Source: an optimization exercise on an open RTL-to-GDS flow (aim: small area). Production flows keep margins and buffers that such runs may drop. Where RTL was checked, it was by simulation tests only, not by an equivalence proof against the original. For runs 2 to 4, only the layout was checked, not whether the RTL still works. No activity file was given, so power comes from the tool's default toggle rates.

==> flow/design.v <==
module pcodec (
  input  wire        clk,
  input  wire        rst,
  input  wire        start,
  input  wire [7:0]  op,
  input  wire [19:0] a_len,
  input  wire [19:0] out_cap,
  output wire        busy,
  output wire        done,
  output wire        fatal,
  output wire [3:0]  err,
  output wire [19:0] err_off,
  output wire [19:0] out_len,
  output wire        in_re,
  output wire [19:0] in_addr,
  input  wire [7:0]  in_rdata,
  output wire        out_we,
  output wire [19:0] out_addr,
  output reg  [7:0]  out_wdata
);
  localparam integer G  = 2;           
  localparam integer P  = 20 / G;      
  localparam integer BD = 8 / G;       
  localparam integer PW = (P > 8) ? 4 : (P > 4) ? 3 : 2;
  localparam [PW-1:0] PL = P - 1;
  localparam [4:0] S_IDLE = 5'd0,  S_DONE = 5'd1,
                   C_INIT = 5'd2,  C_SC   = 5'd3,  C_EW   = 5'd4,  C_RA   = 5'd5,
                   C_RB   = 5'd6,  C_CD   = 5'd7,  C_HC   = 5'd8,  C_SB   = 5'd9,
                   C_OPN  = 5'd10, C_SW   = 5'd11,
                   D_INIT = 5'd12, D_SECT = 5'd13, D_H0   = 5'd14, D_H1   = 5'd15,
                   D_H2   = 5'd16, D_H3   = 5'd17, D_DC   = 5'd18, D_I0   = 5'd19,
                   D_I1   = 5'd20, D_I2   = 5'd21, D_I3   = 5'd22, D_I4   = 5'd23,
                   D_EM   = 5'd24, D_ERR  = 5'd25;
  localparam [1:0] M_SPLIT = 2'd0, M_END = 2'd1, M_CODE = 2'd2;
  function [G-1:0] dig;
    input [19:0] k;
    input [PW-1:0] p;
    begin
      dig = k >> (p * G);
    end
  endfunction
  reg [4:0]  st;
  reg [PW-1:0] ph;
  reg [19:0] N, CAP, RP, OP, HD, RC;
  reg        ob;           
  reg [7:0]  B, D;
  reg [2:0]  idx;
  reg [1:0]  mode;
  reg [3:0]  errc;
  reg        wp, dopen, canc;
  reg        f1;    
  reg        f2;    
  reg        f3;    
  reg        rp_cy, op_cy, hd_cy, rc_cy;
  reg        ca_cy, ca_hz, ca_d0, ca_d1;
  reg        cb_cy, cb_nz;
  reg        dl_c1, dl_c2, k_lt, k_eq;
  wire p0    = (ph == 0);
  wire p1    = (ph == 1);
  wire plast = (ph == PL);
  wire idle  = (st == S_IDLE) | (st == S_DONE);
  wire go    = idle & start;
  assign busy = ~idle;
  assign done = (st == S_DONE);
  wire olt = cb_cy & ~ob & cb_nz;                 
  wire ee  = ca_cy & ~ca_hz & ~ca_d0 & ~ca_d1;    
  wire rc_hz   = ~|RC[15:4];
  wire rc_z    = rc_hz & (RC[3:0] == 4'd0);
  wire rc_one  = rc_hz & (RC[3:0] == 4'd1);
  wire rc_lt11 = rc_hz & (RC[3:0] < 4'd11);
  wire rc_lt12 = rc_hz & (RC[3:0] < 4'd12);
  wire rc_max  = &RC[15:0];
  wire       sec   = (st == C_SC) & rc_one;
  wire [7:0] ax    = sec ? in_rdata : D;
  wire [7:0] ay    = B ^ {8{sec}};
  wire [7:0] sum   = ax + ay + {7'd0, sec};
  wire       mm    = (sum != in_rdata);
  wire       brk   = mm | rc_max;
  wire cat_new  = rc_z;
  wire cat_sec  = rc_one;
  wire cat_run  = ~rc_z & ~rc_one;
  wire cat_cb   = cat_run & brk & ~rc_lt12;       
  wire cat_lb   = cat_run & brk & rc_lt12;        
  wire cat_m    = cat_run & ~brk;                 
  wire wp_sc    = cat_new | cat_sec | cat_lb | (cat_m & rc_lt11);
  wire [G-1:0] rcd = RC[2*G-1:G];                 
  reg         rp_clr, rp_ci;
  reg [G-1:0] rp_k;
  always @(*) begin
    rp_clr = 1'b0; rp_k = {G{1'b0}}; rp_ci = 1'b0;
    case (st)
      C_INIT, D_INIT: rp_clr = 1'b1;
      C_SC, C_SB, D_H0, D_H1, D_H2, D_I1, D_I4: rp_ci = 1'b1;
      C_RA: begin rp_k = ~rcd; rp_ci = ~f1; end
      C_RB: rp_k = rcd;
      D_DC: rp_ci = ~ee;
      D_I0: rp_k = dig(20'h00002, ph);
      D_I2: rp_k = dig(20'hFFFFE, ph);
      D_I3: begin rp_k = dig(20'h00002, ph); rp_ci = 1'b1; end
      default: ;
    endcase
  end
  wire         rp_c = p0 ? rp_ci : rp_cy;
  wire [G:0]   rp_t = {1'b0, RP[G-1:0]} + {1'b0, rp_k} + {{G{1'b0}}, rp_c};
  wire [G-1:0] rp_nd = rp_clr ? {G{1'b0}} : rp_t[G-1:0];
  reg         op_clr, op_rp, op_hd, op_ci, op_ext;
  reg [G-1:0] op_k;
  always @(*) begin
    op_clr = 1'b0; op_rp = 1'b0; op_hd = 1'b0; op_k = {G{1'b0}}; op_ci = 1'b0; op_ext = 1'b0;
    case (st)
      C_INIT, D_INIT: op_clr = 1'b1;
      C_SC: begin
        if (wp) op_ci = 1'b1;
        else if (!dopen) begin op_ci = 1'b1; op_k = dig(20'h00002, ph); end
      end
      C_CD: begin
        if (idx == 3'd7 && dopen) op_hd = 1'b1;
        else op_ci = 1'b1;
      end
      C_EW, C_SW: op_hd = 1'b1;
      D_EM: op_ci = 1'b1;
      C_SB: begin op_ci = 1'b1; op_k = dig(20'h00002, ph); end
      C_HC: begin
        if (idx != 3'd2) op_ci = 1'b1;
        else begin
          op_hd = 1'b1;
          if (mode == M_SPLIT) begin op_ci = 1'b1; op_k = dig(20'h00002, ph); end
        end
      end
      C_RB: begin
        op_ext = 1'b1;
        op_k = (f2 | canc) ? dig(20'hFFFF2, ph) : dig(20'hFFFF5, ph);
      end
      D_DC: op_ci = wp;
      D_ERR: begin
        op_rp = 1'b1;
        op_k = (errc[2] & ~errc[0]) ? dig(20'hFFFFE, ph) : dig(20'hFFFFD, ph);
      end
      default: ;
    endcase
  end
  wire [G-1:0] op_b = op_rp ? RP[G-1:0] : op_hd ? HD[G-1:0] : OP[G-1:0];
  wire         op_c = p0 ? op_ci : op_cy;
  wire [G:0]   op_t = {1'b0, op_b} + {1'b0, op_k} + {{G{1'b0}}, op_c};
  wire [G-1:0] op_nd = op_clr ? {G{1'b0}} : op_t[G-1:0];
  wire         op_co = op_t[G];
  reg         hd_op, hd_rp, hd_ci;
  reg [G-1:0] hd_k;
  always @(*) begin
    hd_op = 1'b0; hd_rp = 1'b0; hd_k = {G{1'b0}}; hd_ci = 1'b0;
    case (st)
      C_SC: hd_op = ~dopen;
      C_SB, C_SW: hd_op = 1'b1;
      C_OPN: begin hd_op = 1'b1; hd_ci = 1'b1; hd_k = dig(20'h00002, ph); end
      C_EW: begin hd_op = 1'b1; hd_ci = 1'b1; end
      C_CD: if (idx == 3'd7 && dopen) begin hd_op = 1'b1; hd_ci = 1'b1; end
      C_RB: hd_k = f2 ? dig(20'hEFFFE, ph) : {G{1'b0}};
      D_H3: begin
        hd_rp = 1'b1;
        hd_k  = (ph < BD) ? B[G-1:0] : (ph < 2*BD) ? D[G-1:0] : {G{1'b0}};
      end
      default: ;
    endcase
  end
  wire [G-1:0] hd_b = hd_rp ? RP[G-1:0] : hd_op ? OP[G-1:0] : HD[G-1:0];
  wire         hd_c = p0 ? hd_ci : hd_cy;
  wire [G:0]   hd_t = {1'b0, hd_b} + {1'b0, hd_k} + {{G{1'b0}}, hd_c};
  wire [G-1:0] hd_nd = hd_t[G-1:0];
  wire         hd_co = hd_t[G];
  reg         rc_ci, rc_set, rc_ld, rc_dec;
  reg [G-1:0] rc_ldd;
  always @(*) begin
    rc_ci = 1'b0; rc_set = 1'b0; rc_ld = 1'b0; rc_dec = 1'b0; rc_ldd = {G{1'b0}};
    case (st)
      C_INIT, C_SB: rc_ld = 1'b1;
      C_SC: begin
        if (p1) begin
          if (cat_new | cat_lb) rc_set = 1'b1;
          else if (cat_sec | cat_m) rc_ci = 1'b1;
        end else if (f3) rc_ld = 1'b1;
      end
      D_I2: begin rc_ld = 1'b1; rc_ldd = (ph >= 1 && ph <= BD) ? D[G-1:0] : {G{1'b0}}; end
      D_I3: begin
        rc_ld = 1'b1;
        rc_ldd = (ph >= 1 && ph <= BD) ? RC[G-1:0] :
                 (ph >= BD + 1 && ph <= 2*BD) ? B[G-1:0] : {G{1'b0}};
      end
      D_EM: rc_dec = 1'b1;
      default: ;
    endcase
  end
  wire         rc_c = p1 ? rc_ci : rc_cy;
  wire [G:0]   rc_t = {1'b0, RC[G-1:0]} + {1'b0, {G{rc_dec}}} + {{G{1'b0}}, rc_c};
  wire         rc_hi = (ph > 16 / G) | p0;           
  wire [G-1:0] rc_nd = rc_hi  ? {G{1'b0}} :
                       rc_set ? {{(G-1){1'b0}}, 1'b1} :
                       rc_ld  ? rc_ldd : rc_t[G-1:0];
  wire         ca_selN = (st < D_SECT) | (st == D_SECT) | (st == D_H0);
  wire [G-1:0] ca_x = ca_selN ? N[G-1:0] : hd_nd;
  wire         ca_c = p0 ? 1'b1 : ca_cy;
  wire [G:0]   ca_t = {1'b0, ca_x} + {1'b0, ~rp_nd} + {{G{1'b0}}, ca_c};
  wire [G-1:0] ca_d = ca_t[G-1:0];
  wire         ca_co = ca_t[G];
  wire         ca_dz = p0 ? ((G > 2) ? |(ca_d >> 2) : 1'b0) : |ca_d;
  wire ca_neg_f = ~ca_co;
  wire ca_hz_f  = ca_hz | ca_dz;
  wire eq0_f    = ~ca_neg_f & ~ca_hz_f & ~ca_d0 & ~ca_d1;
  wire lt2_f    = ca_neg_f | (~ca_hz_f & ~ca_d1);
  wire lt3_f    = ca_neg_f | (~ca_hz_f & ~(ca_d0 & ca_d1));
  wire         cb_h3 = (st == D_H3);
  wire [G-1:0] cb_x = cb_h3 ? N[G-1:0] : CAP[G-1:0];
  wire [G-1:0] cb_y = cb_h3 ? hd_nd : op_nd;
  wire         cb_c = p0 ? 1'b1 : cb_cy;
  wire [G:0]   cb_t = {1'b0, cb_x} + {1'b0, ~cb_y} + {{G{1'b0}}, cb_c};
  wire         cb_co = cb_t[G];
  wire         cb_dz = |cb_t[G-1:0];
  wire ob_nx  = op_clr ? 1'b0 : (ob ^ op_ext ^ op_co);
  wire cb_y20 = cb_h3 ? hd_co : ob_nx;
  wire gt_f   = ~cb_co | cb_y20;
  wire ole_f  = ~gt_f;
  wire         hcm   = (st == C_HC);
  wire [G-1:0] dl_av = hcm ? HD[G-1:0] : op_nd;
  wire [G-1:0] dl_bv = hcm ? OP[G-1:0] : HD[G-1:0];
  wire [G-1:0] dl_kd = (hcm && mode == M_CODE) ? dig(20'hFFFF4, ph) : dig(20'hFFFFC, ph);
  wire         dl_a  = p0 ? 1'b1 : dl_c1;
  wire [G:0]   dl_t1 = {1'b0, dl_av} + {1'b0, ~dl_bv} + {{G{1'b0}}, dl_a};
  wire         dl_b  = p0 ? 1'b1 : dl_c2;
  wire [G:0]   dl_t2 = {1'b0, dl_t1[G-1:0]} + {1'b0, dl_kd} + {{G{1'b0}}, dl_b};
  wire [G-1:0] dl_d  = dl_t2[G-1:0];
  wire [G-1:0] kcd   = (st == C_RA) ? dig(20'h0000B, ph) : dig(20'h0FFFF, ph);
  wire         klt_in = p0 ? 1'b0 : k_lt;
  wire         keq_in = p0 ? 1'b1 : k_eq;
  wire         klt_nx = (dl_d < kcd) | ((dl_d == kcd) & klt_in);
  wire         keq_nx = keq_in & (dl_d == kcd);
  wire offv = ~errc[3] & (errc[2] | (errc[1] & errc[0])) & ~(errc[2] & errc[1] & errc[0]);
  assign fatal    = done & (|errc);
  assign err      = errc & {4{done}};
  assign err_off  = OP & {20{done & offv}};
  assign out_len  = OP & {20{done & ~(|errc)}};
  assign in_addr  = RP;
  assign out_addr = OP;
  assign in_re    = p0 & ((st == C_SC) | (st == C_RB) | (st == C_SB) |
                          (st == D_H0) | (((st == D_H1) | (st == D_H2)) & ~(|errc)) |
                          (st == D_I0) | (st == D_I1) | (st == D_I2) |
                          (st == D_I3) | (st == D_I4) | ((st == D_DC) & ~ee));
  reg wr_en;
  always @(*) begin
    case (st)
      C_SC, D_DC: wr_en = wp;
      C_EW, C_CD, C_HC, D_EM: wr_en = 1'b1;
      default: wr_en = 1'b0;
    endcase
  end
  assign out_we = p0 & wr_en & olt;
  wire wd_cd  = (st == C_CD);
  wire wd_hc  = (st == C_HC);
  wire wd_cst = (wd_cd & ~idx[2]) | (wd_hc & ((idx == 3'd0) | (mode == M_SPLIT)));
  wire wd_b   = (wd_cd & (idx == 3'd7)) | (wd_hc & (idx == 3'd2));
  wire wd_ff  = wd_hc & (idx != 3'd0);
  wire wd_one = wd_cd & (idx[2:1] == 2'd0);
  wire wd_five = wd_cd & (idx == 3'd1);
  wire [7:0] wd_k = {{5{wd_ff}}, wd_ff | wd_five, wd_ff, wd_ff | wd_one};
  always @(*) begin
    if (wd_cst) out_wdata = wd_k;
    else if (wd_b) out_wdata = B;
    else out_wdata = D;
  end
  wire hc0sh = hcm & (idx == 3'd0) & (mode != M_SPLIT);
  wire [G-1:0] sh_in = (st == C_CD) ? RC[G-1:0] : dl_d;
  always @(posedge clk) begin
    N   <= go ? a_len   : {N[G-1:0], N[19:G]};
    CAP <= go ? out_cap : {CAP[G-1:0], CAP[19:G]};
    RP  <= {rp_nd, RP[19:G]};
    HD  <= {hd_nd, HD[19:G]};
    RC  <= {rc_nd, RC[19:G]};
    if (!idle) OP <= {op_nd, OP[19:G]};
    rp_cy <= rp_t[G];
    op_cy <= op_co;
    hd_cy <= hd_co;
    rc_cy <= rc_t[G];
    ca_cy <= ca_co;
    ca_hz <= p0 ? ca_dz : ca_hz_f;
    if (p0) begin ca_d0 <= ca_d[0]; ca_d1 <= ca_d[1]; end
    cb_cy <= cb_co;
    cb_nz <= p0 ? cb_dz : (cb_nz | cb_dz);
    dl_c1 <= dl_t1[G];
    dl_c2 <= dl_t2[G];
    k_lt  <= klt_nx;
    k_eq  <= keq_nx;
    if (plast && !idle) ob <= ob_nx;
    ph <= (go | plast) ? {PW{1'b0}} : ph + 1'b1;
    case (st)
      C_SC: if (p1) begin
              D <= in_rdata;
              if (cat_new | cat_lb) B <= in_rdata;
              if (cat_sec) B <= sum;
            end
      C_RB, C_SB, D_H2, D_I1, D_I3: if (p1) D <= in_rdata;
      D_H1, D_I2, D_I4: if (p1) B <= in_rdata;
      D_DC: if (p1 && wp) D <= in_rdata;
      D_EM: if (p1) D <= sum;
      default: ;
    endcase
    if (((st == D_H3) && ph < BD) || ((st == D_I3) && ph >= BD + 1 && ph <= 2*BD) ||
        (hc0sh && ph >= BD && ph < 2*BD))
      B <= {sh_in, B[7:G]};
    if (((st == D_H3) && ph >= BD && ph < 2*BD) || ((st == D_I2) && ph >= 1 && ph <= BD) ||
        (hc0sh && ph < BD) ||
        ((st == C_CD) && (((idx == 3'd4) && ph >= 1 && ph <= BD) ||
                          ((idx == 3'd5) && ph >= BD + 1 && ph <= 2*BD))))
      D <= {sh_in, D[7:G]};
    if (st == C_SC && p1) begin
      wp   <= wp_sc;
      f3  <= cat_new | cat_lb;
      f1 <= cat_cb;
    end
    if (st == D_DC && p0) wp <= ~ee;
    if (st == D_H0 && p1) begin
      f1   <= (in_rdata > 8'd1);
      f2 <= in_rdata[0];
    end
    if (st == D_I0 && p1) f1 <= (in_rdata != 8'd0);
    if ((st == D_I4 || st == D_EM) && p1) f3 <= (st == D_I4) ? rc_z : rc_one;
    if (rst) begin
      st <= S_IDLE;
      errc <= 4'd0;
    end else if (idle) begin
      if (start) begin
        if (op == 8'h01) begin st <= C_INIT; errc <= 4'd0; end
        else if (op == 8'h02) begin st <= D_INIT; errc <= 4'd0; end
        else begin st <= S_DONE; errc <= 4'd8; end
      end
    end else if (p0 && wr_en && !olt && ((st == C_CD) || (st == D_DC) || (st == D_EM))) begin
      st <= S_DONE;
      errc <= 4'd7;
    end else if (plast) begin
      case (st)
        C_INIT: begin
          wp <= 1'b0; dopen <= 1'b0;
          st <= eq0_f ? C_OPN : C_SC;
        end
        C_OPN: begin
          st <= C_HC; idx <= 3'd0; mode <= M_END;
        end
        C_SC: begin
          dopen <= 1'b1;
          if (f1) st <= C_RA;
          else if (eq0_f) begin
            if (!wp) st <= C_RA;
            else if (dopen & keq_nx) st <= C_SW;
            else st <= C_EW;
          end else if (wp & dopen & keq_nx)
            st <= C_SW;
        end
        C_SW: begin
          st <= C_HC; idx <= 3'd0; mode <= M_SPLIT;
        end
        C_EW: begin
          st <= C_HC; idx <= 3'd0; mode <= M_END;
        end
        C_RA: begin
          f2 <= klt_nx;
          canc  <= keq_nx;
          st <= C_RB;
        end
        C_RB: begin
          dopen <= ~canc;
          st <= C_CD; idx <= 3'd0;
        end
        C_CD: begin
          idx <= idx + 3'd1;
          if (idx == 3'd7) begin
            if (dopen) begin st <= C_HC; idx <= 3'd0; mode <= M_CODE; end
            else if (eq0_f) st <= S_DONE;
            else st <= C_SB;
          end
        end
        C_HC: begin
          idx <= idx + 3'd1;
          if (idx == 3'd2) begin
            case (mode)
              M_SPLIT: st <= eq0_f ? C_EW : C_SC;
              M_END: begin
                dopen <= 1'b0;
                st <= S_DONE;
                if (!ole_f) errc <= 4'd7;
              end
              default: begin
                dopen <= 1'b0;
                st <= eq0_f ? S_DONE : C_SB;
              end
            endcase
          end
        end
        C_SB: begin
          wp <= 1'b1; dopen <= 1'b1;
          st <= eq0_f ? C_EW : C_SC;
        end
        D_INIT, D_SECT: st <= eq0_f ? S_DONE : D_H0;
        D_H0: begin
          if (lt2_f) errc <= 4'd5;
          else if (f1) errc <= 4'd3;
          st <= D_H1;
        end
        D_H1: st <= D_H2;
        D_H2: st <= (|errc) ? D_ERR : D_H3;
        D_H3: begin
          wp <= 1'b0;
          if (gt_f) begin st <= D_ERR; errc <= 4'd5; end
          else if (eq0_f) st <= D_SECT;
          else st <= f2 ? D_I0 : D_DC;
        end
        D_DC: begin
          if (!wp) st <= D_SECT;
        end
        D_I0: begin
          if (f1) begin st <= D_ERR; errc <= 4'd4; end
          else if (lt3_f) begin st <= D_ERR; errc <= 4'd6; end
          else st <= D_I1;
        end
        D_I1: st <= D_I2;
        D_I2: st <= D_I3;
        D_I3: st <= D_I4;
        D_I4: begin
          if (f3) st <= eq0_f ? D_SECT : D_I0;
          else st <= D_EM;
        end
        D_EM: begin
          if (f3) st <= eq0_f ? D_SECT : D_I0;
        end
        D_ERR: st <= S_DONE;
        default: st <= S_IDLE;
      endcase
    end
  end
endmodule
==> flow/flow/run.sh <==
#!/bin/bash
set -euo pipefail
export BUFFER_PORTS_ARGS="-buffer_cell sky130_fd_sc_hd__buf_1"
export CTS_ARGS="-sink_clustering_enable -repair_clock_nets -dont_use_dummy_load -buf_list {sky130_fd_sc_hd__clkbuf_4 sky130_fd_sc_hd__clkbuf_8}"
bash standard.sh finish > standard_flow.log 2>&1
==> flow/standard.sh <==
#!/bin/bash
# synth_recipe.tcl (not shown) runs the flow's synth.tcl, then flattens the netlist and writes it again
# the make line also repeats each setting of config.mk as NAME=value (left out here)
make -C /OpenROAD-flow-scripts/flow DESIGN_CONFIG=/design/flow/config.mk WORK_HOME=/design/flow/orfs CLKGATE_MAP_FILE= SYNTH_SCRIPT=/design/flow/synth_recipe.tcl "${@:-finish}"
==> flow/config.mk <==
export PLATFORM = sky130hd
export DESIGN_NAME = pcodec
export DESIGN_NICKNAME = pcodec
export VERILOG_FILES = /design/flow/design.v
export SDC_FILE = /design/flow/constraint.sdc
export NUM_CORES = 4
export LEC_CHECK = 0
export ABC_AREA = 1
export CAP_MARGIN = 20
export CORE_MARGIN = 2
export CORE_UTILIZATION = 40
export SLEW_MARGIN = 20
==> flow/constraint.sdc <==
create_clock -name core_clock -period 10.0 [get_ports {clk}]
set_input_delay 2.0000 -clock core_clock [delete_from_list [all_inputs] [get_ports {clk}]]
set_output_delay 2.0000 -clock core_clock [all_outputs]
set_load 0.01 [all_outputs]
==> reports/qor.yml, run 1 <==
internal_power_mw: 1.87
ctsHoldBuffers: 0
avgViaCountPerCell: 5.17
grt_pass1_wl_um: 42700
antenna_left: 0
cpPeakStageDelay_ns: 0.74
cp_common_cell: "nor2_1"
seq_area_frac_synth: 0.447
antenna_found_initial: 0
drc: 0
cts-resized-gates: 0
p_switching_mw: 1.70
period_minus_slack_ns: 6.78
netlist_instances: 1188
syn_area_per_cell_sq_um: 7.51
pre_cts_ws_ns: 3.42
routabilityCongestion: 0.969
rsz0062_at_grt: "no"
synthesis.nets: 1281
track_usage: 0.230
syn_to_final_growth_pct: 12.2
port_buffers: 155
status: "timing/DRC/antenna clean"
reg2reg_slack_ns: 3.22
power_frac_seq: 0.359
ir_drop_v: 0.000195
cp-startpoint: "st[4]"
htreeDepth: 4
clk_latency_ns: 0.48
ios: 156
synth.distinct_cells: 52
cts_buffers: 17
nets: 1433
cts_buffer_depth: 2
wl_per_cell_um: 16.7
cts.clk_slew.worst_paths_ns: 0.08
reg2reg_from: "st[4]"
clock-root-buffer: "clkbuf_8"
finalHoldViolCount: 0
combinationalPowerShare: 0.536
start_util: 0.409
end_kind: "flop"
path_class: "reg2reg"
tritoncts: "built"
arrival_ns: 7.15
post_cts.repair.setup_buffers: 0
syn_area_sq_um: 8920
vias: 8359
wirelength_um: 27000
whs_path_depth: 0
endpoint: "st[0]"
worst_slack_ns: 3.22
overflow: 0
rr_endpoint: "st[0]"
critPathSlowestCell: "nor2_1"
drtIter0Drc: 676
ys_async_sr_fraction: 0
min_path_type: "reg2reg"
synth_flop_cell: "dfxtp_1"
cts.sinks: 175
drive_gt1_frac: 0.0359
core_sq_um: 21800
finClkSkew_ns: 0.0391
cp_max_fo: 13
yosys_warnings: 1
grt_max_degree: 44
layout_worst_path_cycle_share: 0.678
fin_tns_setup_ns: 0
dieArea_sq_um: 23500
antennaDiodeCount: 0
die_x_um: 153
fmax_mhz: 148
p_leak_nw: 4.45
power_density_nw_per_um2: 356
worst_slew_pin_slew_ns: 1.11
setup_violations: 0
drv_slew: 0
grt_pass1_vias: 7910
swShare: 0.476
hpwl_um: 21000
power.share.clock: 0.105
dp.cells: 1601
start_kind: "flop"
synth_edf_count: 48
relSlewSlack: 0.239
instances_no_fill: 1618
rows: 54
die_h_um: 153
reg2reg_depth: 28
cp.required_ns: 10.37
drv_cap: 0
firstDrtPassIters: 7
ys_ff_latch: 175
[synth_stat cells (3+ instances only)]
master	instances	area (sq um)
fa_1	17	340
a2111oi_0	4	35.0
nor3_1	16	80.1
nand4_1	11	68.8
a31oi_1	9	56.3
nand3_1	33	165
dfxtp_1	127	2540
xnor2_1	7	61.3
clkbuf_1	23	86.3
inv_1	161	604
o211ai_1	4	30.0
nor2_1	181	679
or2_2	3	18.8
o22ai_1	6	37.5
a21oi_1	63	315
nor4_1	10	62.6
o2111ai_1	5	43.8
edfxtp_1	48	1440
ha_1	17	213
xor2_1	7	61.3
inv_2	5	18.8
o21ai_0	87	435
o21ai_1	4	20.0
o21a_1	3	22.5
nand2_1	295	1110
a211oi_1	7	52.6
[power groups by stage]
stage                     Clock, mW  Sequential, mW  Combinational (mW)
after floorplan                   0            1.27                1.31
after global placement            0            1.29                1.87
after detailed placement          0            1.29                1.89
after CTS                     0.388            1.28                1.90
after global routing          0.413            1.32                2.16
final                         0.375            1.28                1.91
[sequential cells by signal (all words and copies together), names as in the netlist, 5 cells and up]
name and cells:
D 8, OP 20, st 5, RP 20, RC 20, CAP 20
N 20, B 8, HD 20
[kinds of logic after synthesis]
logic type,after synthesis,synth area share
simple gates,565,0.262
compound gates,203,0.129
buf+inv,196,0.0842
flops,175,0.447
fa+ha+maj,34,0.0620
xor+xnor,15,0.0156
[stage by stage]
step | hold slack [ns] | power (mW) | util | cell area, sq um
4_1_cts | 0.315 | 3.57 | 0.458 | 10000
3_5_place_dp | 0.313 | 3.18 | 0.448 | 9770
3_3_place_gp | 0.311 | 3.16 | 0.448 | 9770
6_report | 0.318 | 3.57 | 0.458 | 10000
5_1_grt | 0.328 | 3.89 | 0.458 | 10000
2_1_floorplan | 0.310 | 2.58 | - | 8920
[area by class of cell]
cell class / instances / area [sq um]
Clock buffer: 17 / 234
Sequential cell: 175 / 3980
Tap cell: 280 / 350
Fill cell: 2271 / 11800
Timing Repair Buffer: 160 / 619
Inverter: 169 / 636
Multi-Input combinational cell: 817 / 4180
[cells in the final DEF, fill, tap and decap left out, drive strengths merged, types with 35 or more instances in the layout]
master / synthesis / routed
nor2: 186 / 186
dfxtp: 127 / 127
buf: 4 / 160
a21oi: 64 / 64
inv: 166 / 166
edfxtp: 48 / 48
nand3: 35 / 35
o21ai: 92 / 92
nand2: 298 / 298
[critical path: cells and delay by family, from the launching register on]
| family | cells | cell delay [ns] |
|---|---|---|
| and+or+nand+nor | 14 | 2.52 |
| buffers and inverters | 4 | 0.84 |
| DFF | 1 | 0.49 |
| adders and majority gates | 5 | 2.13 |
| AOI/OAI and AO/OA | 5 | 0.73 |
[worst min path at each step]
stage	startpoint	to	slack (ns)
after floorplan	HD[2]	HD[0]	0.31
final	HD[3]	HD[1]	0.32
after global routing	HD[7]	HD[5]	0.33
after global placement	HD[3]	HD[1]	0.31
after detailed placement	HD[17]	HD[15]	0.31
after CTS	HD[3]	HD[1]	0.32
[routing by layer]
layer | part of all wire | wire (um) | GRT usage | vias up
li1 | - | - | - | 4114
met1 | 0.47 | 12600 | 0.327 | 3847
met3 | 0.079 | 2130 | 0.0516 | 39
met4 | 0.016 | 443 | 0.0586 | 0
met5 | 0 | 0 | 0 | -
met2 | 0.44 | 11900 | 0.357 | 359
==> run 2: changes to the inputs <==
--- a/flow/design.v
+++ b/flow/design.v
@@ -39,6 +39,35 @@
       dig = k >> (p * G);
     end
   endfunction
+  function [G:0] dadd;
+    input [G-1:0] a;
+    input [G-1:0] b;
+    input         ci;
+    integer i;
+    reg c;
+    begin
+      c = ci;
+      for (i = 0; i < G; i = i + 1) begin
+        dadd[i] = a[i] ^ b[i] ^ c;
+        c = (a[i] & b[i]) | (a[i] & c) | (b[i] & c);
+      end
+      dadd[G] = c;
+    end
+  endfunction
+  function [7:0] badd;
+    input [7:0] a;
+    input [7:0] b;
+    input       ci;
+    integer i;
+    reg c;
+    begin
+      c = ci;
+      for (i = 0; i < 8; i = i + 1) begin
+        badd[i] = a[i] ^ b[i] ^ c;
+        c = (a[i] & b[i]) | (a[i] & c) | (b[i] & c);
+      end
+    end
+  endfunction
   reg [4:0]  st;
   reg [PW-1:0] ph;
   reg [19:0] N, CAP, RP, OP, HD, RC;
@@ -73,7 +102,7 @@
   wire       sec   = (st == C_SC) & rc_one;
   wire [7:0] ax    = sec ? in_rdata : D;
   wire [7:0] ay    = B ^ {8{sec}};
-  wire [7:0] sum   = ax + ay + {7'd0, sec};
+  wire [7:0] sum   = badd(ax, ay, sec);
   wire       mm    = (sum != in_rdata);
   wire       brk   = mm | rc_max;
   wire cat_new  = rc_z;
@@ -101,7 +130,7 @@
     endcase
   end
   wire         rp_c = p0 ? rp_ci : rp_cy;
-  wire [G:0]   rp_t = {1'b0, RP[G-1:0]} + {1'b0, rp_k} + {{G{1'b0}}, rp_c};
+  wire [G:0]   rp_t = dadd(RP[G-1:0], rp_k, rp_c);
   wire [G-1:0] rp_nd = rp_clr ? {G{1'b0}} : rp_t[G-1:0];
   reg         op_clr, op_rp, op_hd, op_ci, op_ext;
   reg [G-1:0] op_k;
@@ -141,7 +170,7 @@
   end
   wire [G-1:0] op_b = op_rp ? RP[G-1:0] : op_hd ? HD[G-1:0] : OP[G-1:0];
   wire         op_c = p0 ? op_ci : op_cy;
-  wire [G:0]   op_t = {1'b0, op_b} + {1'b0, op_k} + {{G{1'b0}}, op_c};
+  wire [G:0]   op_t = dadd(op_b, op_k, op_c);
   wire [G-1:0] op_nd = op_clr ? {G{1'b0}} : op_t[G-1:0];
   wire         op_co = op_t[G];
   reg         hd_op, hd_rp, hd_ci;
@@ -164,7 +193,7 @@
   end
   wire [G-1:0] hd_b = hd_rp ? RP[G-1:0] : hd_op ? OP[G-1:0] : HD[G-1:0];
   wire         hd_c = p0 ? hd_ci : hd_cy;
-  wire [G:0]   hd_t = {1'b0, hd_b} + {1'b0, hd_k} + {{G{1'b0}}, hd_c};
+  wire [G:0]   hd_t = dadd(hd_b, hd_k, hd_c);
   wire [G-1:0] hd_nd = hd_t[G-1:0];
   wire         hd_co = hd_t[G];
   reg         rc_ci, rc_set, rc_ld, rc_dec;
@@ -190,7 +219,7 @@
     endcase
   end
   wire         rc_c = p1 ? rc_ci : rc_cy;
-  wire [G:0]   rc_t = {1'b0, RC[G-1:0]} + {1'b0, {G{rc_dec}}} + {{G{1'b0}}, rc_c};
+  wire [G:0]   rc_t = dadd(RC[G-1:0], {G{rc_dec}}, rc_c);
   wire         rc_hi = (ph > 16 / G) | p0;           
   wire [G-1:0] rc_nd = rc_hi  ? {G{1'b0}} :
                        rc_set ? {{(G-1){1'b0}}, 1'b1} :
@@ -198,7 +227,7 @@
   wire         ca_selN = (st < D_SECT) | (st == D_SECT) | (st == D_H0);
   wire [G-1:0] ca_x = ca_selN ? N[G-1:0] : hd_nd;
   wire         ca_c = p0 ? 1'b1 : ca_cy;
-  wire [G:0]   ca_t = {1'b0, ca_x} + {1'b0, ~rp_nd} + {{G{1'b0}}, ca_c};
+  wire [G:0]   ca_t = dadd(ca_x, ~rp_nd, ca_c);
   wire [G-1:0] ca_d = ca_t[G-1:0];
   wire         ca_co = ca_t[G];
   wire         ca_dz = p0 ? ((G > 2) ? |(ca_d >> 2) : 1'b0) : |ca_d;
@@ -211,7 +240,7 @@
   wire [G-1:0] cb_x = cb_h3 ? N[G-1:0] : CAP[G-1:0];
   wire [G-1:0] cb_y = cb_h3 ? hd_nd : op_nd;
   wire         cb_c = p0 ? 1'b1 : cb_cy;
-  wire [G:0]   cb_t = {1'b0, cb_x} + {1'b0, ~cb_y} + {{G{1'b0}}, cb_c};
+  wire [G:0]   cb_t = dadd(cb_x, ~cb_y, cb_c);
   wire         cb_co = cb_t[G];
   wire         cb_dz = |cb_t[G-1:0];
   wire ob_nx  = op_clr ? 1'b0 : (ob ^ op_ext ^ op_co);
@@ -223,9 +252,9 @@
   wire [G-1:0] dl_bv = hcm ? OP[G-1:0] : HD[G-1:0];
   wire [G-1:0] dl_kd = (hcm && mode == M_CODE) ? dig(20'hFFFF4, ph) : dig(20'hFFFFC, ph);
   wire         dl_a  = p0 ? 1'b1 : dl_c1;
-  wire [G:0]   dl_t1 = {1'b0, dl_av} + {1'b0, ~dl_bv} + {{G{1'b0}}, dl_a};
+  wire [G:0]   dl_t1 = dadd(dl_av, ~dl_bv, dl_a);
   wire         dl_b  = p0 ? 1'b1 : dl_c2;
-  wire [G:0]   dl_t2 = {1'b0, dl_t1[G-1:0]} + {1'b0, dl_kd} + {{G{1'b0}}, dl_b};
+  wire [G:0]   dl_t2 = dadd(dl_t1[G-1:0], dl_kd, dl_b);
   wire [G-1:0] dl_d  = dl_t2[G-1:0];
   wire [G-1:0] kcd   = (st == C_RA) ? dig(20'h0000B, ph) : dig(20'h0FFFF, ph);
   wire         klt_in = p0 ? 1'b0 : k_lt;
==> run 2 against run 1 <==
  * Count of clock-buffer cells in the layout is the same
  * Clock skew fell by 0.0071 ns
  * Combinational power fell by 7%
  * Highest routed layer is now met5
  * Sequential cell count unchanged
  * Register-to-register slack gained 0.52 ns
  * Hold slack improved by 0.0039 ns
==> reports/qor.yml, run 2 <==
status: "timing/DRC/antenna clean"
hold_path_end: "HD[13]"
power_density_nw_per_um2: 344
synthesis.nets: 1233
netlist_instances: 1142
internal_power_mw: 1.83
synth.most_common_cell: "nand2_1"
vias: 8026
netlist.area_leader.share: 0.287
synthTopCellsByCount: "nand2_1 (289), nor2_1 (159), inv_1 (146)"
synth_top_family_by_area: "simple AND/OR/NAND/NOR gates"
routabilityCongestion: 1.00
ir_drop_v: 0.000155
fmax_mhz: 155
nets: 1388
synth_mux_area_frac: 0.00113
dieArea_sq_um: 23300
reg2reg_depth: 30
ctsHoldBuffers: 0
antennaDiodeCount: 0
synth_edf_count: 48
core_sq_um: 21800
cpPeakStageDelay_ns: 0.55
p_switching_mw: 1.59
end_kind: "flop"
total_power_mw: 3.42
relSlewSlack: 0.424
drv_slew: 0
rr_endpoint: "st[0]"
syn_area_per_cell_sq_um: 7.75
die_h_um: 153
clk_latency_ns: 0.46
synthXorXnorAreaFrac: 0.0167
path_class: "in2reg"
antenna_found_initial: 1
routed.top_layer: "met5"
grt_pass1_wl_um: 41600
grt_pass1_vias: 7763
period_minus_slack_ns: 6.45
swShare: 0.466
layout_worst_path_cycle_share: 0.645
yosys.area_share.simple: 0.269
power_frac_seq: 0.370
seqCellArea_sq_um: 3980
start_kind: "input port"
antenna_left: 0
final_cell_mix: "nand2_1 (289), nor2_1 (158), buf_1 (155)"
rsz0062_at_grt: "no"
ios: 156
wl_per_cell_um: 16.6
wirelength_um: 26200
critPathSlowestCell: "fa_1"
syn_area_sq_um: 8850
arrival_ns: 6.79
met2_length_um: 11800
syn_to_final_growth_pct: 12.4
hpwl_um: 20500
setup_violations: 0
synth_flop_cell: "dfxtp_1"
cp_max_fo: 6
finalHoldViolCount: 0
rows: 54
die_x_um: 153
fin_tns_setup_ns: 0
synth_compound_area_frac: 0.115
ys_async_sr_fraction: 0
drv_cap: 0
cts_buffers: 17
avgViaCountPerCell: 5.10
cts-resized-gates: 0
htreeDepth: 4
cts.sinks: 175
multiInputGateArea_sq_um: 4130
power.share.clock: 0.110
tritoncts: "built"
p_leak_nw: 4.44
synthAdderAreaFrac: 0.0639
start_util: 0.407
finClkSkew_ns: 0.0319
post_cts.repair.setup_buffers: 0
ys_ff_latch: 175
yosys_warnings: 1
port_buffers: 155
grt_max_degree: 43
hold_start: "HD[15]"
synth_area_leader_cell: "dfxtp_1"
met3_wirelength_um: 2030
synthTopCellsByArea: "dfxtp_1 (29%), edfxtp_1 (16%), nand2_1 (12%)"
clock-root-buffer: "clkbuf_8"
whs_path_depth: 0
drtIter0Drc: 645
mostFrequentLayoutCell: "nand2_1"
cp_common_cell: "fa_1"
nFillCells: 2259
cts.clk_slew.worst_paths_ns: 0.10
synth.distinct_cells: 59
cp.required_ns: 10.34
reg2reg_from: "st[1]"
seq_area_frac_synth: 0.450
cts_buffer_depth: 2
combinationalPowerShare: 0.520
drc: 0
drive_gt1_frac: 0.0602
track_usage: 0.227
met1_length_um: 11600
reg2reg_slack_ns: 3.74
worst_slew_pin_slew_ns: 0.855
min_path_type: "reg2reg"
overflow: 0
firstDrtPassIters: 5
-- run 2: cell types whose count changed in the layout (fill, tap and decap cells not counted), moves of 6 or more --
cell	delta
o21ai_0	-6
nor2_1	-23
inv_1	-15
a21oi_1	-22
nor3_1	-7
nand2_1	-6
ha_1	-7
inv_2	+12
-- run 2: through the flow --
step           std cells  hold WS (ns)  setup WS, ns  instance area [sq um]  utilization
4_1_cts             1575         0.325          3.56                   9940        0.457
6_report            1575         0.322          3.55                   9940        0.457
3_5_place_dp        1558         0.312          3.10                   9710        0.446
5_1_grt             1575         0.315          3.04                   9940        0.457
2_1_floorplan       1142         0.310          3.60                   8850            -
3_3_place_gp        1558         0.311          3.19                   9710        0.446
-- run 2: cell families after synthesis --
kind of cell / Yosys count
compound gates: 179
xor+xnor: 16
mux: 1
flops: 175
fa+ha+maj: 32
simple gates: 549
buf+inv: 190
-- run 2: how the worst max path moves through the flow --
stage | start | end | slack [ns] | cells past startpoint
6_report | in_rdata[0] | RC[19] | 3.55 | 26
4_1_cts | in_rdata[0] | RC[19] | 3.56 | 26
2_1_floorplan | in_rdata[0] | RC[19] | 3.60 | 25
3_5_place_dp | in_rdata[0] | RC[19] | 3.10 | 26
3_3_place_gp | in_rdata[0] | RC[19] | 3.19 | 26
5_1_grt | in_rdata[0] | RC[19] | 3.04 | 26
-- run 2: worst max-delay path, delay by kind of cell --
kind,cells,cell delay (ns)
AOI/OAI and AO/OA,2,0.26
xor gates and xnor gates,1,0.13
adders and majority gates,8,2.90
buffers and inverters,4,0.37
and+or+nand+nor,11,1.14
-- run 2: layer usage --
| metal | GRT usage | vias to the layer above |
|---|---|---|
| met5 | 0 | - |
| met4 | 0.0886 | 2 |
| met3 | 0.0529 | 58 |
| met2 | 0.356 | 348 |
| met1 | 0.306 | 3666 |
| li1 | - | 3952 |
-- run 2: cell type report --
type	count	share of cell area
repair buffers	160	0.0623
flip-flops and latches	175	0.401
clock buffers	17	0.0235
well taps	280	0.0352
inverters	166	0.0629
multi-input cells	777	0.415
-- run 2: power by group through the flow --
stage               logic (mW)  registers (mW)  clock network (mW)
global route              2.03            1.30               0.420
detailed placement        1.78            1.28                   0
finish                    1.78            1.26               0.377
global placement          1.76            1.28                   0
floorplan                 1.23            1.26                   0
CTS                       1.79            1.27               0.391
==> run 3: changes to the inputs <==
--- a/flow/design.v
+++ b/flow/design.v
@@ -99,10 +99,8 @@
   wire rc_lt11 = rc_hz & (RC[3:0] < 4'd11);
   wire rc_lt12 = rc_hz & (RC[3:0] < 4'd12);
   wire rc_max  = &RC[15:0];
-  wire       sec   = (st == C_SC) & rc_one;
-  wire [7:0] ax    = sec ? in_rdata : D;
-  wire [7:0] ay    = B ^ {8{sec}};
-  wire [7:0] sum   = badd(ax, ay, sec);
+  wire       sec   = (st == C_SC) & f2 & ~p1;
+  wire [7:0] sum   = badd(D, B ^ {8{sec}}, sec);
   wire       mm    = (sum != in_rdata);
   wire       brk   = mm | rc_max;
   wire cat_new  = rc_z;
@@ -322,8 +320,7 @@
       C_SC: if (p1) begin
               D <= in_rdata;
               if (cat_new | cat_lb) B <= in_rdata;
-              if (cat_sec) B <= sum;
-            end
+            end else if (f2 && ph == 2) B <= sum;
       C_RB, C_SB, D_H2, D_I1, D_I3: if (p1) D <= in_rdata;
       D_H1, D_I2, D_I4: if (p1) B <= in_rdata;
       D_DC: if (p1 && wp) D <= in_rdata;
@@ -342,6 +339,7 @@
       wp   <= wp_sc;
       f3  <= cat_new | cat_lb;
       f1 <= cat_cb;
+      f2 <= cat_sec;
     end
     if (st == D_DC && p0) wp <= ~ee;
     if (st == D_H0 && p1) begin
==> run 3 against run 2 <==
  * Count of clock-buffer cells in the layout is the same
  * Sequential share of layout area shrank 0.65 points
  * Power shrank 51%
  * Maximum frequency shrank 1.9%
  * Via count grew 4.8%
  * Area after synthesis grew 2.1%
  * Register-to-register slack lost 0.32 ns
  * Design area grew 1.7%
  * Critical endpoint is now st[0]
==> reports/qor.yml, run 3 <==
core_sq_um: 22000
synth_flop_cell: "dfxtp_1"
clock-root-buffer: "clkbuf_8"
seqCellArea_sq_um: 3980
ios: 156
multiInputGateArea_sq_um: 4240
wirelength_um: 27300
synthTopCellsByCount: "nand2_1 (340), inv_1 (167), nor2_1 (163)"
top_usage_layer: "met2"
overflow: 0
netlist_instances: 1219
ys_ff_latch: 175
synthesis.nets: 1311
syn_area_per_cell_sq_um: 7.41
cp_max_fo: 12
rows: 54
drv_cap: 0
start_util: 0.410
gr-usage-met2: 0.361
die_x_um: 154
antenna_left: 0
cp.required_ns: 10.34
ctsHoldBuffers: 0
yosys_warnings: 1
nets: 1464
cp_top_family: "simple AND/OR/NAND/NOR gates"
layout_worst_path_cycle_share: 0.658
nFillCells: 2289
cts_buffers: 17
track_usage: 0.232
drc: 0
critPathSlowestCell: "fa_1"
path_class: "reg2reg"
synth_area_leader_cell: "dfxtp_1"
grt_max_degree: 44
worst_slew_pin_slew_ns: 1.11
met3_usage: 0.0555
mostFrequentLayoutCell: "nand2_1"
wl_per_cell_um: 16.6
post_cts.repair.setup_buffers: 0
reg2reg_slack_ns: 3.42
drv_slew: 0
grt_pass1_wl_um: 43200
cts.clk_slew.worst_paths_ns: 0.08
ys_async_sr_fraction: 0
routabilityCongestion: 0.979
setup_violations: 0
cts.sinks: 175
grt_pass1_vias: 8035
avgViaCountPerCell: 5.10
seq_area_frac_synth: 0.441
end_kind: "flop"
fin_tns_setup_ns: 0
start_kind: "flop"
min_path_type: "reg2reg"
port_buffers: 155
cpPeakStageDelay_ns: 0.55
finalHoldViolCount: 0
cts-resized-gates: 0
period_minus_slack_ns: 6.58
synth_edf_count: 48
drtIter0Drc: 811
status: "timing/DRC/antenna clean"
synth.distinct_cells: 44
fin_area_sq_um: 10100
ir_drop_v: 0.000153
hpwl_um: 21300
netlist.area_leader.share: 0.282
die_h_um: 154
antennaDiodeCount: 0
drive_gt1_frac: 0.0540
power_density_nw_per_um2: 167
p_leak_nw: 4.63
fmax_mhz: 152
relSlewSlack: 0.259
syn_to_final_growth_pct: 11.9
syn_area_sq_um: 9030
clk_latency_ns: 0.46
firstDrtPassIters: 6
antenna_found_initial: 0
dieArea_sq_um: 23800
htreeDepth: 4
vias: 8408
synth.most_common_cell: "nand2_1"
arrival_ns: 6.92
final_cell_mix: "nand2_1 (340), inv_1 (167), nor2_1 (162)"
place_area_sq_um: 9870
rsz0062_at_grt: "no"
synthTopCellsByArea: "dfxtp_1 (28%), edfxtp_1 (16%), nand2_1 (14%)"
cts_buffer_depth: 2
critical_path_buf_inv_count: 7
tritoncts: "built"
finClkSkew_ns: 0.0370
met1_usage: 0.317
[run 3: kinds of logic after synthesis]
kind of cell,after synthesis,share of synthesized area
buffers and inverters,208,0.0895
XOR/XNOR,8,0.00776
AND/OR/NAND/NOR,621,0.293
adder cells (fa/ha/maj),33,0.0640
AO/OA/AOI/OAI,174,0.105
flip-flops,175,0.441
[run 3: cell type report]
class                   instances  share of cell area
multi-input cells             836               0.420
flip-flops and latches        175               0.394
inverters                     183              0.0680
repair buffers                159              0.0605
well taps                     280              0.0347
clock buffers                  17              0.0231
[run 3: final timing paths]
check | start | end | cells past startpoint
max | st[4] | st[0] | 32
min | HD[3] | HD[1] | 0
max reg2reg | st[4] | st[0] | 32
min reg2reg | HD[3] | HD[1] | 0
[run 3: metal layers]
| layer | part of all wire | up-vias |
|---|---|---|
| met3 | 0.082 | 43 |
| met1 | 0.45 | 3834 |
| li1 | - | 4148 |
| met5 | 0 | - |
| met4 | 0.026 | 0 |
| met2 | 0.44 | 383 |
[run 3: through the flow]
stage	utilization	cells	worst slack [ns]	total power [mW]	hold slack, ns
global placement	0.448	1633	3.70	1.32	0.311
detailed placement	0.448	1633	3.49	1.33	0.312
floorplan	-	1219	4.48	1.18	0.310
CTS	0.459	1650	3.50	1.70	0.328
finish	0.459	1650	3.42	1.69	0.325
global route	0.459	1650	2.97	1.80	0.331
[run 3: power by group]
group / internal [mW] / total [mW] / switching [mW]
Combinational: 0.131 / 0.399 / 0.267
Sequential: 0.857 / 0.914 / 0.0573
Clock: 0.151 / 0.373 / 0.223
Total: 1.14 / 1.69 / 0.548
[run 3: worst register-to-register path: cells and delay by family (launching register included)]
kind	cells	cell delay [ns]
compound gates	4	0.64
fa+ha+maj	5	2.23
buf+inv	7	0.80
flops	1	0.46
simple gates	16	2.36
==> run 4: changes to the inputs <==
--- a/flow/design.v
+++ b/flow/design.v
@@ -76,7 +76,7 @@
   reg [2:0]  idx;
   reg [1:0]  mode;
   reg [3:0]  errc;
-  reg        wp, dopen, canc;
+  reg        wp, canc;
   reg        f1;    
   reg        f2;    
   reg        f3;    
@@ -99,8 +99,10 @@
   wire rc_lt11 = rc_hz & (RC[3:0] < 4'd11);
   wire rc_lt12 = rc_hz & (RC[3:0] < 4'd12);
   wire rc_max  = &RC[15:0];
-  wire       sec   = (st == C_SC) & f2 & ~p1;
-  wire [7:0] sum   = badd(D, B ^ {8{sec}}, sec);
+  wire       sec   = (st == C_SC) & rc_one;
+  wire [7:0] ax    = sec ? in_rdata : D;
+  wire [7:0] ay    = B ^ {8{sec}};
+  wire [7:0] sum   = badd(ax, ay, sec);
   wire       mm    = (sum != in_rdata);
   wire       brk   = mm | rc_max;
   wire cat_new  = rc_z;
@@ -135,16 +137,16 @@
   always @(*) begin
     op_clr = 1'b0; op_rp = 1'b0; op_hd = 1'b0; op_k = {G{1'b0}}; op_ci = 1'b0; op_ext = 1'b0;
     case (st)
-      C_INIT, D_INIT: op_clr = 1'b1;
+      C_INIT: begin op_clr = 1'b1; op_ci = 1'b1; op_k = dig(20'h00002, ph); end   
+      D_INIT: op_clr = 1'b1;
       C_SC: begin
         if (wp) op_ci = 1'b1;
-        else if (!dopen) begin op_ci = 1'b1; op_k = dig(20'h00002, ph); end
       end
       C_CD: begin
-        if (idx == 3'd7 && dopen) op_hd = 1'b1;
+        if (idx == 3'd7 && !canc) op_hd = 1'b1;
         else op_ci = 1'b1;
       end
-      C_EW, C_SW: op_hd = 1'b1;
+      C_EW, C_SW, C_OPN: op_hd = 1'b1;
       D_EM: op_ci = 1'b1;
       C_SB: begin op_ci = 1'b1; op_k = dig(20'h00002, ph); end
       C_HC: begin
@@ -166,21 +168,21 @@
       default: ;
     endcase
   end
-  wire [G-1:0] op_b = op_rp ? RP[G-1:0] : op_hd ? HD[G-1:0] : OP[G-1:0];
+  wire [G-1:0] op_b = op_clr ? {G{1'b0}} : op_rp ? RP[G-1:0] : op_hd ? HD[G-1:0] : OP[G-1:0];
   wire         op_c = p0 ? op_ci : op_cy;
   wire [G:0]   op_t = dadd(op_b, op_k, op_c);
-  wire [G-1:0] op_nd = op_clr ? {G{1'b0}} : op_t[G-1:0];
+  wire [G-1:0] op_nd = op_t[G-1:0];
   wire         op_co = op_t[G];
-  reg         hd_op, hd_rp, hd_ci;
+  reg         hd_op, hd_rp, hd_ci, hd_clr;
   reg [G-1:0] hd_k;
   always @(*) begin
-    hd_op = 1'b0; hd_rp = 1'b0; hd_k = {G{1'b0}}; hd_ci = 1'b0;
+    hd_op = 1'b0; hd_rp = 1'b0; hd_k = {G{1'b0}}; hd_ci = 1'b0; hd_clr = 1'b0;
     case (st)
-      C_SC: hd_op = ~dopen;
+      C_INIT: hd_clr = 1'b1;
       C_SB, C_SW: hd_op = 1'b1;
-      C_OPN: begin hd_op = 1'b1; hd_ci = 1'b1; hd_k = dig(20'h00002, ph); end
+      C_OPN: hd_op = 1'b1;
       C_EW: begin hd_op = 1'b1; hd_ci = 1'b1; end
-      C_CD: if (idx == 3'd7 && dopen) begin hd_op = 1'b1; hd_ci = 1'b1; end
+      C_CD: if (idx == 3'd7 && !canc) begin hd_op = 1'b1; hd_ci = 1'b1; end
       C_RB: hd_k = f2 ? dig(20'hEFFFE, ph) : {G{1'b0}};
       D_H3: begin
         hd_rp = 1'b1;
@@ -192,7 +194,7 @@
   wire [G-1:0] hd_b = hd_rp ? RP[G-1:0] : hd_op ? OP[G-1:0] : HD[G-1:0];
   wire         hd_c = p0 ? hd_ci : hd_cy;
   wire [G:0]   hd_t = dadd(hd_b, hd_k, hd_c);
-  wire [G-1:0] hd_nd = hd_t[G-1:0];
+  wire [G-1:0] hd_nd = hd_clr ? {G{1'b0}} : hd_t[G-1:0];
   wire         hd_co = hd_t[G];
   reg         rc_ci, rc_set, rc_ld, rc_dec;
   reg [G-1:0] rc_ldd;
@@ -320,7 +322,8 @@
       C_SC: if (p1) begin
               D <= in_rdata;
               if (cat_new | cat_lb) B <= in_rdata;
-            end else if (f2 && ph == 2) B <= sum;
+              if (cat_sec) B <= sum;
+            end
       C_RB, C_SB, D_H2, D_I1, D_I3: if (p1) D <= in_rdata;
       D_H1, D_I2, D_I4: if (p1) B <= in_rdata;
       D_DC: if (p1 && wp) D <= in_rdata;
@@ -339,7 +342,6 @@
       wp   <= wp_sc;
       f3  <= cat_new | cat_lb;
       f1 <= cat_cb;
-      f2 <= cat_sec;
     end
     if (st == D_DC && p0) wp <= ~ee;
     if (st == D_H0 && p1) begin
@@ -363,20 +365,19 @@
     end else if (plast) begin
       case (st)
         C_INIT: begin
-          wp <= 1'b0; dopen <= 1'b0;
+          wp <= 1'b0;
           st <= eq0_f ? C_OPN : C_SC;
         end
         C_OPN: begin
           st <= C_HC; idx <= 3'd0; mode <= M_END;
         end
         C_SC: begin
-          dopen <= 1'b1;
           if (f1) st <= C_RA;
           else if (eq0_f) begin
             if (!wp) st <= C_RA;
-            else if (dopen & keq_nx) st <= C_SW;
+            else if (keq_nx) st <= C_SW;
             else st <= C_EW;
-          end else if (wp & dopen & keq_nx)
+          end else if (wp & keq_nx)
             st <= C_SW;
         end
         C_SW: begin
@@ -391,13 +392,12 @@
           st <= C_RB;
         end
         C_RB: begin
-          dopen <= ~canc;
           st <= C_CD; idx <= 3'd0;
         end
         C_CD: begin
           idx <= idx + 3'd1;
           if (idx == 3'd7) begin
-            if (dopen) begin st <= C_HC; idx <= 3'd0; mode <= M_CODE; end
+            if (!canc) begin st <= C_HC; idx <= 3'd0; mode <= M_CODE; end
             else if (eq0_f) st <= S_DONE;
             else st <= C_SB;
           end
@@ -408,19 +408,17 @@
             case (mode)
               M_SPLIT: st <= eq0_f ? C_EW : C_SC;
               M_END: begin
-                dopen <= 1'b0;
                 st <= S_DONE;
                 if (!ole_f) errc <= 4'd7;
               end
               default: begin
-                dopen <= 1'b0;
                 st <= eq0_f ? S_DONE : C_SB;
               end
             endcase
           end
         end
         C_SB: begin
-          wp <= 1'b1; dopen <= 1'b1;
+          wp <= 1'b1;
           st <= eq0_f ? C_EW : C_SC;
         end
         D_INIT, D_SECT: st <= eq0_f ? S_DONE : D_H0;
==> run 4 against run 3 <==
  * Global-route usage decreased by 0.61 points
  * Hold slack got worse by 0.012 ns
  * Sequential share of layout area increased by 0.48 points
  * Power increased by 120%
  * Still clean
  * Highest routed layer unchanged
  * Critical path type is now in2reg
==> reports/qor.yml, run 4 <==
clock-root-buffer: "clkbuf_8"
antenna_found_initial: 0
hpwl_um: 19900
final_cell_mix: "nand2_1 (290), nor2_1 (160), buf_1 (155)"
drv_cap: 0
port_buffers: 155
cp_max_fo: 5
overflow: 0
syn_area_sq_um: 8820
worst_slew_pin_slew_ns: 0.820
rsz0062_at_grt: "no"
multiInputGateArea_sq_um: 4130
synth_flop_cell: "dfxtp_1"
die_h_um: 152
p_leak_nw: 4.37
min_path_type: "reg2reg"
netlist.area_leader.share: 0.288
period_minus_slack_ns: 6.48
synthTopCellsByCount: "nand2_1 (290), nor2_1 (160), inv_1 (150)"
cpPeakStageDelay_ns: 0.49
setup_violations: 0
synth.distinct_cells: 59
critPathSlowestCell: "fa_1"
avgViaCountPerCell: 5.14
grt_pass1_vias: 7824
relSlewSlack: 0.447
track_usage: 0.226
total_power_mw: 3.68
fin_tns_setup_ns: 0
firstDrtPassIters: 5
cts_buffers: 17
antennaDiodeCount: 0
synthesis.nets: 1224
syn_to_final_growth_pct: 12.4
instances_no_fill: 1566
tritoncts: "built"
grt_pass1_wl_um: 41800
arrival_ns: 6.83
seq_area_frac_synth: 0.448
nets: 1379
whs_path_depth: 0
rr_endpoint: "RC[19]"
ys_async_sr_fraction: 0
drive_gt1_frac: 0.0560
critical_path_buf_inv_count: 4
worst_slack_ns: 3.52
finClkSkew_ns: 0.0360
path_class: "in2reg"
dieArea_sq_um: 23200
reg2reg_slack_ns: 3.53
post_cts.repair.setup_buffers: 0
cp.required_ns: 10.35
core_sq_um: 21800
drv_slew: 0
nFillCells: 2261
wl_per_cell_um: 16.7
synthTopCellsByArea: "dfxtp_1 (29%), edfxtp_1 (16%), nand2_1 (12%)"
cts.clk_slew.worst_paths_ns: 0.09
final_core_util: 0.456
ios: 156
layout_worst_path_cycle_share: 0.648
dp.cells: 1549
mostFrequentLayoutCell: "nand2_1"
grt_max_degree: 44
status: "timing/DRC/antenna clean"
wirelength_um: 26100
cts_buffer_depth: 2
hold_path_end: "HD[8]"
synth_area_leader_cell: "dfxtp_1"
start_util: 0.405
reg2reg_from: "st[4]"
start_kind: "input port"
netlist_instances: 1133
cp_common_cell: "fa_1"
ir_drop_v: 0.000189
power_density_nw_per_um2: 372
clk_latency_ns: 0.47
cts.sinks: 174
seqCellArea_sq_um: 3950
antenna_left: 0
yosys_warnings: 1
fmax_mhz: 154
drc: 0
ys_ff_latch: 174
vias: 8044
ctsHoldBuffers: 0
finalHoldViolCount: 0
syn_area_per_cell_sq_um: 7.78
drtIter0Drc: 625
pre_cts_ws_ns: 3.09
synth_edf_count: 47
die_x_um: 152
htreeDepth: 4
cp_top_family: "adder cells"
end_kind: "flop"
cts-resized-gates: 0
synth.most_common_cell: "nand2_1"
routabilityCongestion: 0.943
rows: 54
hold_start: "HD[10]"
reg2reg_depth: 27
## run 4: metrics by stage
stage | area (sq um) | hold WS, ns
2_1_floorplan | 8820 | 0.310
3_3_place_gp | 9680 | 0.311
3_5_place_dp | 9680 | 0.312
4_1_cts | 9910 | 0.320
5_1_grt | 9910 | 0.316
6_report | 9910 | 0.314
## run 4: final cells by class
class	instances	share of cell area
tap	280	0.0353
timing repair buffer	162	0.0640
clock buffer	17	0.0236
inverter	162	0.0616
sequential	174	0.399
multi-input combinational	771	0.416
## run 4: worst max path at each step
| stage | startpoint | to | slack (ns) | cells after the start |
|---|---|---|---|---|
| floorplan | in_rdata[0] | RC[19] | 3.60 | 26 |
| global placement | in_rdata[0] | RC[19] | 3.22 | 27 |
| detailed placement | in_rdata[0] | RC[19] | 3.09 | 27 |
| CTS | st[4] | RC[19] | 3.54 | 27 |
| global route | st[4] | RC[19] | 3.13 | 27 |
| finish | in_rdata[0] | RC[19] | 3.52 | 27 |
## run 4: power breakdown
group          switching (mW)  internal, mW
sequential              0.184          1.10
clock                   0.225         0.150
combinational            1.36         0.662
total                    1.77          1.91
## run 4: logic make-up (layout without fill, tap and decap cells)
kind of cell / after synthesis / after routing / synth area share
DFF: 174 / 174 / 0.448
AOI/OAI and AO/OA: 164 / 164 / 0.111
muxes: 2 / 2 / 0.00255
buffers and inverters: 188 / 341 / 0.0833
adders and majority gates: 32 / 32 / 0.0641
and+or+nand+nor: 557 / 557 / 0.274
xor gates and xnor gates: 16 / 16 / 0.0167
## run 4: routing by layer
metal | track usage | routed length (um) | up-vias
met3 | 0.0486 | 1890 | 51
li1 | - | - | 3929
met1 | 0.317 | 12000 | 3762
met4 | 0.0736 | 635 | 0
met5 | 0 | 0 | -
met2 | 0.349 | 11600 | 302
==> run 5: changes to the inputs <==
--- a/flow/design.v
+++ b/flow/design.v
@@ -76,7 +76,7 @@
   reg [2:0]  idx;
   reg [1:0]  mode;
   reg [3:0]  errc;
-  reg        wp, canc;
+  reg        wp;
   reg        f1;    
   reg        f2;    
   reg        f3;    
@@ -143,7 +143,7 @@
         if (wp) op_ci = 1'b1;
       end
       C_CD: begin
-        if (idx == 3'd7 && !canc) op_hd = 1'b1;
+        if (idx == 3'd7 && !f3) op_hd = 1'b1;
         else op_ci = 1'b1;
       end
       C_EW, C_SW, C_OPN: op_hd = 1'b1;
@@ -158,7 +158,7 @@
       end
       C_RB: begin
         op_ext = 1'b1;
-        op_k = (f2 | canc) ? dig(20'hFFFF2, ph) : dig(20'hFFFF5, ph);
+        op_k = (f2 | f3) ? dig(20'hFFFF2, ph) : dig(20'hFFFF5, ph);
       end
       D_DC: op_ci = wp;
       D_ERR: begin
@@ -182,7 +182,7 @@
       C_SB, C_SW: hd_op = 1'b1;
       C_OPN: hd_op = 1'b1;
       C_EW: begin hd_op = 1'b1; hd_ci = 1'b1; end
-      C_CD: if (idx == 3'd7 && !canc) begin hd_op = 1'b1; hd_ci = 1'b1; end
+      C_CD: if (idx == 3'd7 && !f3) begin hd_op = 1'b1; hd_ci = 1'b1; end
       C_RB: hd_k = f2 ? dig(20'hEFFFE, ph) : {G{1'b0}};
       D_H3: begin
         hd_rp = 1'b1;
@@ -388,7 +388,7 @@
         end
         C_RA: begin
           f2 <= klt_nx;
-          canc  <= keq_nx;
+          f3  <= keq_nx;
           st <= C_RB;
         end
         C_RB: begin
@@ -397,7 +397,7 @@
         C_CD: begin
           idx <= idx + 3'd1;
           if (idx == 3'd7) begin
-            if (!canc) begin st <= C_HC; idx <= 3'd0; mode <= M_CODE; end
+            if (!f3) begin st <= C_HC; idx <= 3'd0; mode <= M_CODE; end
             else if (eq0_f) st <= S_DONE;
             else st <= C_SB;
           end
==> run 5 against run 4 <==
  * Cell count decreased by 0.51%
  * Routed wire length decreased by 2.0%
  * Global-route usage decreased by 0.83 points
  * Largest power group unchanged
  * Largest cell class unchanged
  * Highest routed layer unchanged
  * Still clean on timing, DRC and antenna
==> reports/qor.yml, run 5 <==
end_kind: "flop"
cts_buffers: 17
die_x_um: 152
start_kind: "flop"
total_power_mw: 3.43
synthTopCellsByArea: "dfxtp_1 (29%), edfxtp_1 (15%), nand2_1 (12%)"
cts.sinks: 173
grt_max_degree: 41
setup_violations: 0
vias: 7932
cts-resized-gates: 0
critical_path_buf_inv_count: 3
antenna_left: 0
synth_flop_cell: "dfxtp_1"
power_density_nw_per_um2: 348
min_path_type: "reg2reg"
nets: 1371
synth.most_common_cell: "nand2_1"
cts_buffer_depth: 2
routabilityCongestion: 0.967
core_sq_um: 21600
ys_ff_latch: 173
clock-root-buffer: "clkbuf_8"
port_buffers: 155
synth_area_leader_cell: "dfxtp_1"
rsz0062_at_grt: "no"
ys_async_sr_fraction: 0
track_usage: 0.218
fmax_mhz: 148
syn_area_sq_um: 8750
relSlewSlack: 0.370
drv_slew: 0
start_util: 0.405
p_leak_nw: 4.40
overflow: 0
cts.clk_slew.worst_paths_ns: 0.10
drv_cap: 0
ir_drop_v: 0.000151
ios: 156
mostFrequentLayoutCell: "nand2_1"
synthTopCellsByCount: "nand2_1 (288), nor2_1 (168), inv_1 (140)"
netlist_instances: 1126
cp_max_fo: 21
finClkSkew_ns: 0.0465
arrival_ns: 7.08
power.share.clock: 0.109
instances_no_fill: 1558
drtIter0Drc: 596
yosys_warnings: 1
path_class: "reg2reg"
hpwl_um: 19700
tritoncts: "built"
drive_gt1_frac: 0.0595
critPathSlowestCell: "dfxtp_1"
finalHoldViolCount: 0
clk_latency_ns: 0.48
post_cts.repair.setup_buffers: 0
worst_slew_pin_slew_ns: 0.933
p_switching_mw: 1.60
power_frac_seq: 0.363
status: "timing/DRC/antenna clean"
cp.required_ns: 10.34
antenna_found_initial: 0
internal_power_mw: 1.82
netlist.area_leader.share: 0.293
dp.cells: 1540
synth.distinct_cells: 58
cp_common_cell: "fa_1"
avgViaCountPerCell: 5.09
die_h_um: 152
grt_pass1_vias: 7430
fin_tns_setup_ns: 0
seqCellArea_sq_um: 3910
grt_pass1_wl_um: 39600
combinationalPowerShare: 0.528
final_core_util: 0.455
syn_to_final_growth_pct: 12.5
synth_edf_count: 45
rows: 54
dieArea_sq_um: 23100
swShare: 0.468
firstDrtPassIters: 5
htreeDepth: 4
layout_worst_path_cycle_share: 0.674
drc: 0
ctsHoldBuffers: 0
seq_area_frac_synth: 0.447
syn_area_per_cell_sq_um: 7.77
antennaDiodeCount: 0
cp_top_family: "adder cells"
synthesis.nets: 1217
final_cell_mix: "nand2_1 (288), nor2_1 (168), buf_1 (155)"
multiInputGateArea_sq_um: 4140
wl_per_cell_um: 16.4
nFillCells: 2262
wirelength_um: 25600
period_minus_slack_ns: 6.74
cpPeakStageDelay_ns: 0.66
-- run 5: changes by cell type in the layout (fill, tap and decap cells not counted), sizes merged, moves of 2 or more --
cell,change
nand3,-4
edfxtp,-2
nor4,-2
nor2,+7
a211oi,+3
xor2,-4
o311ai,+2
a31oi,-4
inv,-9
and2,-2
or2,+9
nor3,+2
o21a,-2
nand2,-7
-- run 5: cells by family after synthesis --
logic type | synth area share
muxes | 0.00243
buffers and inverters | 0.0795
AOI/OAI and AO/OA | 0.119
adders and majority gates | 0.0647
xor gates and xnor gates | 0.0120
and+or+nand+nor | 0.275
DFF | 0.447
-- run 5: stage by stage --
| step | setup WS [ns] | hold slack [ns] | instance area [sq um] |
|---|---|---|---|
| after floorplan | 3.48 | 0.310 | 8750 |
| after global placement | 2.95 | 0.310 | 9600 |
| after detailed placement | 2.86 | 0.312 | 9600 |
| after CTS | 3.33 | 0.327 | 9830 |
| after global routing | 2.85 | 0.332 | 9840 |
| final | 3.26 | 0.326 | 9840 |
-- run 5: power by group through the flow --
| stage | clock network (mW) | logic (mW) | registers, mW |
|---|---|---|---|
| after floorplan | 0 | 1.25 | 1.24 |
| final | 0.374 | 1.81 | 1.25 |
| after CTS | 0.389 | 1.81 | 1.25 |
| after global routing | 0.411 | 2.05 | 1.28 |
| after global placement | 0 | 1.78 | 1.26 |
| after detailed placement | 0 | 1.80 | 1.26 |
-- run 5: final timing paths --
kind	from	endpoint	slack (ns)	cells past startpoint
max	st[0]	RC[19]	3.26	28
min	HD[10]	HD[8]	0.33	0
max reg2reg	st[0]	RC[19]	3.26	28
min reg2reg	HD[10]	HD[8]	0.33	0
-- run 5: final cells by class --
type | instances | area share
Timing Repair Buffer | 161 | 0.0644
Tap cell | 280 | 0.0356
Sequential cell | 173 | 0.398
Clock buffer | 17 | 0.0238
Multi-Input combinational cell | 774 | 0.420
Inverter | 153 | 0.0583
-- run 5: routing by layer --
metal | track usage | vias up | wire, um
li1 | - | 3905 | -
met1 | 0.282 | 3686 | 11000
met2 | 0.360 | 292 | 12000
met3 | 0.0491 | 49 | 1890
met4 | 0.0783 | 0 | 674
met5 | 0 | - | 0

==> what the ideal ports hide <==
In the flow no input, the clock included, has a driving cell. The finished layouts below were timed again as built, in two steps.
Step 1: set_driving_cell puts a clkbuf_16 on clk and a buf_2 on each other input, an assumption about the parent block.
Step 2 moves the port delays by t, midway between the first and last clock arrival at a register: inputs arrive t later, outputs are due t later. That takes back most of the time a late clock gives input paths.
Three values: no drivers, after step 1, after step 2; two values: the first two.
run | shift t [ns] | slack for setup (ns) | worst hold slack (ns)
run 1 | 0.498 | 3.224 / 3.224 / 3.224 | 0.318 / 0.318 / 0.318
run 2 | 0.489 | 3.550 / 3.573 / 3.084 | 0.322 / 0.322 / 0.322
run 3 | 0.487 | 3.422 / 3.422 / 3.422 | 0.325 / 0.325 / 0.325
run 4 | 0.491 | 3.518 / 3.532 / 3.049 | 0.314 / 0.314 / 0.314
run 5 | 0.504 | 3.261 / 3.261 / 2.817 | 0.326 / 0.326 / 0.326
After both steps setup and hold are still met in every run listed. For run 4, which loses most, drivers alone change the setup slack by +0.014 ns; drivers and shift together by -0.469 ns.
